Context: an optimization exercise on an open-source flow, tuned for small area and few clock cycles. The choices shown serve that exercise and are no tape-out recipe. The RTL was checked by simulation tests, not by an equivalence proof against the original design. Power figures rest on the tool's default switching activity, not on a simulated workload.

## job 103
Design frame_codec, start of the top module:
module frame_codec (
    input  wire        clk,
    input  wire        rst,
    input  wire        crc_init,
    input  wire        crc_valid,
    input  wire [7:0]  crc_data,
    output wire [15:0] crc_acc,
    input  wire        rx_valid,
    input  wire [7:0]  rx_data,
    output wire        rx_ready,
    output wire        pbuf_we,
    output wire [8:0]  pbuf_addr,
    output wire [7:0]  pbuf_wdata,
    output wire        frame_valid,
    output wire [7:0]  frame_msg,
    output wire [9:0]  frame_len,
    input  wire        frame_ack,
    input  wire        enc_start,
    input  wire [7:0]  enc_msg,
    input  wire [15:0] enc_len,
    output wire        enc_ready,
    output wire        enc_err,
    input  wire        pl_valid,
    input  wire [7:0]  pl_data,
    output wire        pl_ready,
    output wire        tx_valid,
    output wire [7:0]  tx_data,
    input  wire        tx_ready
);
    crc_unit u_crc (
        .clk(clk), .rst(rst),
        .crc_init(crc_init), .crc_valid(crc_valid), .crc_data(crc_data),
        .crc_acc(crc_acc)
    );
    frame_decoder u_dec (
        .clk(clk), .rst(rst),
        .rx_valid(rx_valid), .rx_data(rx_data), .rx_ready(rx_ready),
        .pbuf_we(pbuf_we), .pbuf_addr(pbuf_addr), .pbuf_wdata(pbuf_wdata),
        .frame_valid(frame_valid), .frame_msg(frame_msg), .frame_len(frame_len),
        .frame_ack(frame_ack)
    );
    frame_encoder u_enc (
        .clk(clk), .rst(rst),
        .enc_start(enc_start), .enc_msg(enc_msg), .enc_len(enc_len),
  ...
For scale: roughly 630 cells after synthesis, ~93 flip-flops, roughly 120 I/O pins, about 5800 um^2 of cells after synthesis.
export LEC_CHECK = 0
export CAP_MARGIN = 20
export CORE_MARGIN = 2
export CORE_UTILIZATION = 40
export CTS_BUF_LIST = sky130_fd_sc_hd__clkbuf_8
export SLEW_MARGIN = 20
create_clock -name core_clock -period 4.0 [get_ports {clk}]
standard.sh (not shown) runs the stock make flow with config.mk's settings and CLKGATE_MAP_FILE= SYNTH_SCRIPT=/design/flow/synth_recipe.tcl, a recipe that flattens the netlist after the stock synthesis.
==> flow/flow/run.sh <==
#!/bin/bash
# Own layout flow: the standard ORFS flow (standard.sh, unchanged synthesis),
# with the port buffers made as the smallest buffer cell instead of the
# default pick, and no dummy loads in the clock tree.
set -euo pipefail
export BUFFER_PORTS_ARGS="-buffer_cell sky130_fd_sc_hd__buf_1"
export CTS_ARGS="-sink_clustering_enable -repair_clock_nets -dont_use_dummy_load -buf_list sky130_fd_sc_hd__clkbuf_8"
bash standard.sh finish > flow_make.log 2>&1
Job 103 reached the final stage; the timing, DRC and antenna checks on its layout passed.
Testbench counts of job 103, summed over its fixed seeds: cycles 34,439.
--- input diff job 103..job 105 ---
- CTS_BUF_LIST now sky130_fd_sc_hd__clkbuf_2 sky130_fd_sc_hd__clkbuf_4 sky130_fd_sc_hd__clkbuf_8, was sky130_fd_sc_hd__clkbuf_8
==> flow/run.sh (new file) <==
#!/bin/bash
# synth_recipe.tcl (not shown) runs the flow's synth.tcl, then flattens the netlist and writes it again
# the make line also repeats each setting of config.mk as NAME=value (left out here)
make -C /OpenROAD-flow-scripts/flow DESIGN_CONFIG=/design/flow/config.mk WORK_HOME=/design/flow/orfs CLKGATE_MAP_FILE= SYNTH_SCRIPT=/design/flow/synth_recipe.tcl finish
removed: flow/flow/run.sh
removed: flow/standard.sh
Results
Job 105 completed every stage of the flow, and the final layout passed the timing, DRC and antenna checks. Count of vias placed by the detailed router, job 105 vs job 103: up slightly. Of job 105 and job 103, the higher synthesis-to-finish area growth belongs to job 105. Measured against each other, job 105 and job 103 differ in delay of the slowest cell on the worst path, the higher figure coming from job 105. Going from job 103 to job 105, fmax shrank by more than 10%. Job 105: total track usage is 1.1 points higher than what job 103 reported. Lower worst setup slack goes to job 105 over job 103. Comparing job 105 and job 103, the higher cell area was measured on job 105. Re area after synthesis: no difference whatsoever between job 105 and job 103. In the reports for job 105 and job 103, the larger per-cell routed wire length belongs to job 105. The lower final cycle utilization of the critical path of job 105 and job 103 is in job 103.

Another version of the RTL of frame_codec (not shown whole).
For scale: about 94 flip-flops, about 120 I/O pins, ~5600 µm² of cells after synthesis.
==> flow/config.mk <==
export PLATFORM = sky130hd
export DESIGN_NAME = frame_codec
export DESIGN_NICKNAME = frame_codec
export VERILOG_FILES = /design/flow/design.v
export SDC_FILE = /design/flow/constraint.sdc
export NUM_CORES = 4
export LEC_CHECK = 0
export CAP_MARGIN = 20
export CORE_MARGIN = 2
export CORE_UTILIZATION = 40
export SLEW_MARGIN = 20
==> flow/constraint.sdc <==
create_clock -name core_clock -period 4.0 [get_ports {clk}]
set_input_delay 0.8000 -clock core_clock [delete_from_list [all_inputs] [get_ports {clk}]]
set_output_delay 0.8000 -clock core_clock [all_outputs]
set_load 0.01 [all_outputs]
==> flow/flow/run.sh <==
#!/bin/bash
# Own layout flow: the standard ORFS flow (standard.sh, unchanged synthesis)
# with three changes to how the layout is made:
#  - the port buffers are the smallest buffer cell (buf_1) instead of the
#    default pick;
#  - the buffers synthesis put on pass-through wires become buf_1 too;
#  - the clock tree is built from clkbuf_8 without dummy loads.
# make's full output goes to flow_make.log; ORFS keeps each step's log in
# orfs/logs/.
set -euo pipefail
here=$(cd "$(dirname "$0")" && pwd)
export BUFFER_PORTS_ARGS="-buffer_cell sky130_fd_sc_hd__buf_1"
export PRE_GLOBAL_PLACE_TCL="$here/pre_place.tcl"
export CTS_ARGS="-sink_clustering_enable -repair_clock_nets -dont_use_dummy_load -buf_list sky130_fd_sc_hd__clkbuf_8"
bash standard.sh finish > flow_make.log 2>&1
==> flow/flow/pre_place.tcl <==
# Before port buffering: the buffers synthesis put on pass-through wires
# (input port straight to output port) become the smallest buffer cell.
foreach inst [get_cells *] {
  set m [get_property $inst ref_name]
  if {![regexp {^sky130_fd_sc_hd__buf_([2-9]|1[0-9])$} $m]} { continue }
  set out [get_pins -of_objects $inst -filter "direction == output"]
  set net [get_nets -of_objects $out]
  set ports [get_ports -quiet -of_objects $net]
  set drives_port 0
  foreach p $ports { if {[get_property $p direction] eq "output"} { set drives_port 1 } }
  if {$drives_port} {
    puts "pre_place: [get_property $inst full_name] $m -> sky130_fd_sc_hd__buf_1"
    replace_cell $inst sky130_fd_sc_hd__buf_1
  }
}
Testbench counts at the start, summed over its fixed seeds: cycles 34,439.
Rerun with:
--- a/flow/flow/run.sh
+++ b/flow/flow/run.sh
@@ -6,3 +6,4 @@
 #  - the buffers synthesis put on pass-through wires become buf_1 too;
-#  - the clock tree is built from clkbuf_8 without dummy loads.
+#  - no dummy loads in the clock tree; power recovery (downsizing of gates
+#    off the critical paths) after global routing.
 # make's full output goes to flow_make.log; ORFS keeps each step's log in
@@ -14,2 +15,3 @@
 export CTS_ARGS="-sink_clustering_enable -repair_clock_nets -dont_use_dummy_load -buf_list sky130_fd_sc_hd__clkbuf_8"
+export RECOVER_POWER=${RECOVER_POWER:-100}
 bash standard.sh finish > flow_make.log 2>&1
=> This time the run reached the layout checks and failed them: max-capacitance violations, max-slew violations. Sequential share of layout area went up by 0.11 points. Power hardly moves. Clock-buffer cell count is unchanged. Non-clock buffer count is unchanged. Worst setup slack is worse by 0.040 ns. Utilization came out lower by 0.13 points. Die area stays the same. Hold slack hardly moves.

## violet
frame_codec, a different RTL version from the one above (not shown whole).
For scale: roughly 94 flip-flops, about 5000 sq um of cells after synthesis.
Settings: LEC_CHECK=0, CAP_MARGIN=20, CORE_MARGIN=2, CORE_UTILIZATION=65, GPL_TIMING_DRIVEN=0, SLEW_MARGIN=20; clock period 4.0 ns.
==> flow/flow/run.sh <==
#!/bin/bash
# Own layout flow: the standard ORFS flow (standard.sh) with these changes
# to how the layout is made:
#  - synthesis is the standard flow's own script, but ABC maps the logic for area
#    (flow/synth.tcl, flow/abc_area.script);
#  - the port buffers are the smallest buffer cell (buf_1) instead of the
#    default pick;
#  - the buffers synthesis put on pass-through wires become buf_1 too;
#  - the clock tree is built from clkbuf_8 without dummy loads.
# make's full output goes to flow_make.log; ORFS keeps each step's log in
# orfs/logs/.
set -euo pipefail
here=$(cd "$(dirname "$0")" && pwd)
work=$(pwd)
export OWN_ABC_SCRIPT="$here/abc_area.script"
export FLOW_SYNTH_TCL="$work/synth_recipe.tcl"
export REMOVE_ABC_BUFFERS=1
export BUFFER_PORTS_ARGS="-buffer_cell sky130_fd_sc_hd__buf_1"
export PRE_GLOBAL_PLACE_TCL="$here/pre_place.tcl"
export CTS_ARGS="-sink_clustering_enable -repair_clock_nets -dont_use_dummy_load -buf_list sky130_fd_sc_hd__clkbuf_8"
# standard.sh with the synthesis script pointed at flow/synth.tcl
sed "s#SYNTH_SCRIPT=[^ ]*#SYNTH_SCRIPT=$here/synth.tcl#" standard.sh > own_standard.sh
grep -q "SYNTH_SCRIPT=$here/synth.tcl" own_standard.sh
bash own_standard.sh finish > flow_make.log 2>&1
==> flow/flow/abc_area.script <==
strash
&get -n
&deepsyn -I 1 -J 100
&put
dch
map -a
strash
dch
map -a
strash
dch
map -a
strash
dch
map -a
strash
dch
map -a
strash
dch
map -a
strash
dch
map -a
strash
dch
map -a
strash
&get -n
&dch
&nf -a -R 1000
&put
topo
dnsize
==> flow/flow/synth.tcl <==
# The standard flow's synthesis (synth_recipe.tcl, sourced unchanged) with one change: ABC
# maps the logic with an area-oriented script (abc_area.script beside this
# file) instead of ORFS's delay-oriented one.  Flip-flops are mapped before
# ABC runs, so the registers are the standard synthesis's.
proc abc {args} {
  set i [lsearch -exact $args -script]
  if {$i >= 0} { lset args [expr {$i + 1}] $::env(OWN_ABC_SCRIPT) }
  puts "own flow: abc $args"
  yosys abc {*}$args
}
source $::env(FLOW_SYNTH_TCL)
Scripts as last shown in full above: flow/flow/pre_place.tcl
Testbench counts of violet, summed over its fixed seeds: cycles 34,439.
Inputs modified between violet and raven:
diff --git a/flow/flow/run.sh b/flow/flow/run.sh
--- a/flow/flow/run.sh
+++ b/flow/flow/run.sh
@@ -16,3 +16,2 @@
 export FLOW_SYNTH_TCL="$work/synth_recipe.tcl"
-export REMOVE_ABC_BUFFERS=1
 export BUFFER_PORTS_ARGS="-buffer_cell sky130_fd_sc_hd__buf_1"
==> flow/flow/abc_area.script <==
strash
dch
map -a
strash
dch
map -a
strash
dch
map -a
strash
dch
map -a
strash
dch
map -a
strash
dch
map -a
strash
dch
map -a
strash
dch
map -a
topo
dnsize
diff --git a/flow/config.mk b/flow/config.mk
--- a/flow/config.mk
+++ b/flow/config.mk
@@ -9,4 +9,3 @@
 export CORE_MARGIN = 2
-export CORE_UTILIZATION = 65
-export GPL_TIMING_DRIVEN = 0
+export CORE_UTILIZATION = 40
 export SLEW_MARGIN = 20
Notes after the runs:
Relative to violet, well tap count increased by about 70% in raven. Sort raven and violet by minimum hold slack asc -> top: violet. Comparing setup slack for raven and violet, the bigger number came from violet.
Modified inputs, onyx compared to raven
diff --git a/flow/flow/abc_area.script b/flow/flow/abc_area.script
--- a/flow/flow/abc_area.script
+++ b/flow/flow/abc_area.script
@@ -24,2 +24,7 @@
 map -a
+strash
+&get -n
+&dch
+&nf -a -R 1000
+&put
 topo
diff --git a/flow/config.mk b/flow/config.mk
--- a/flow/config.mk
+++ b/flow/config.mk
@@ -9,3 +9,3 @@
 export CORE_MARGIN = 2
-export CORE_UTILIZATION = 40
+export CORE_UTILIZATION = 65
 export SLEW_MARGIN = 20
==> comparison <==
onyx completed every stage of the flow, and the final layout passed the timing, DRC and antenna checks.
The higher combinational logic power of onyx and raven is in onyx.
NOTE: fraction of power spent switching nets in onyx falls short of that of raven
Looking only at final estimated routing congestion in global placement, and setting everything else aside, the higher value of onyx and raven goes to raven.
Looking at wire length of the first global-routing pass, onyx sits below raven.
The number of multi-input logic gates number comes out higher for raven vs onyx.
onyx vs raven: xor/xnor cell area share of the yosys netlist up
Count of unique library cells instantiated by Yosys in onyx is about 60% higher than in raven
What yarrow does differently from onyx at the input level:
==> flow/flow/abc_area.script <==
strash
dch
map -a
strash
dch
map -a
strash
dch
map -a
strash
dch
map -a
strash
dch
map -a
strash
dch
map -a
strash
dch
map -a
strash
dch
map -a
topo
dnsize
## What came out
- yarrow vs onyx: routed length per placed instance down in yarrow
- Of onyx and yarrow, the run reporting the higher highest clock rate was yarrow.
- yarrow: required time of the critical path 40 ps below onyx
- yarrow went all the way through synthesis, placement and routing and the layout is clean on timing, DRC and antenna.

afterwards: timing with drivers on the ports:
Ports are ideal in the flow. The routed layouts listed here were re-timed in OpenROAD.
Step 1 assumes that a clkbuf_16 drives the clock port and a buf_2 every other input.
Step 2 times the ports against the registers' clock, not the clock port: input delays grow and output delays shrink by t, the midpoint of the rising clock arrivals with the driver on.
Three values: ideal ports, drivers, drivers and shift; two values: the first two.
run	shift t [ns]	slack for setup (ns)	worst setup path at the end	worst data-port slew with drivers (ns)
job 103	0.384	0.832 / 0.797 / 0.826	input to register	0.06
job 105	0.396	0.356 / 0.322 / 0.618	input to register	0.07
the first run of note 2	0.384	0.642 / 0.608 / 0.870	register to register	0.05
the second run of note 2	0.384	0.602 / 0.568 / 0.388	input to register	0.05
violet	0.382	0.803 / 0.803 / 0.718	input to register	0.04
raven	0.387	0.698 / 0.698 / 0.698	register to register	0.06
onyx	0.378	0.544 / 0.544 / 0.544	register to register	0.04
yarrow	0.368	0.635 / 0.635 / 0.635	register to register	0.04
For the second run of note 2, which loses most, drivers alone change the setup slack by -0.034 ns; drivers and shift together by -0.214 ns.
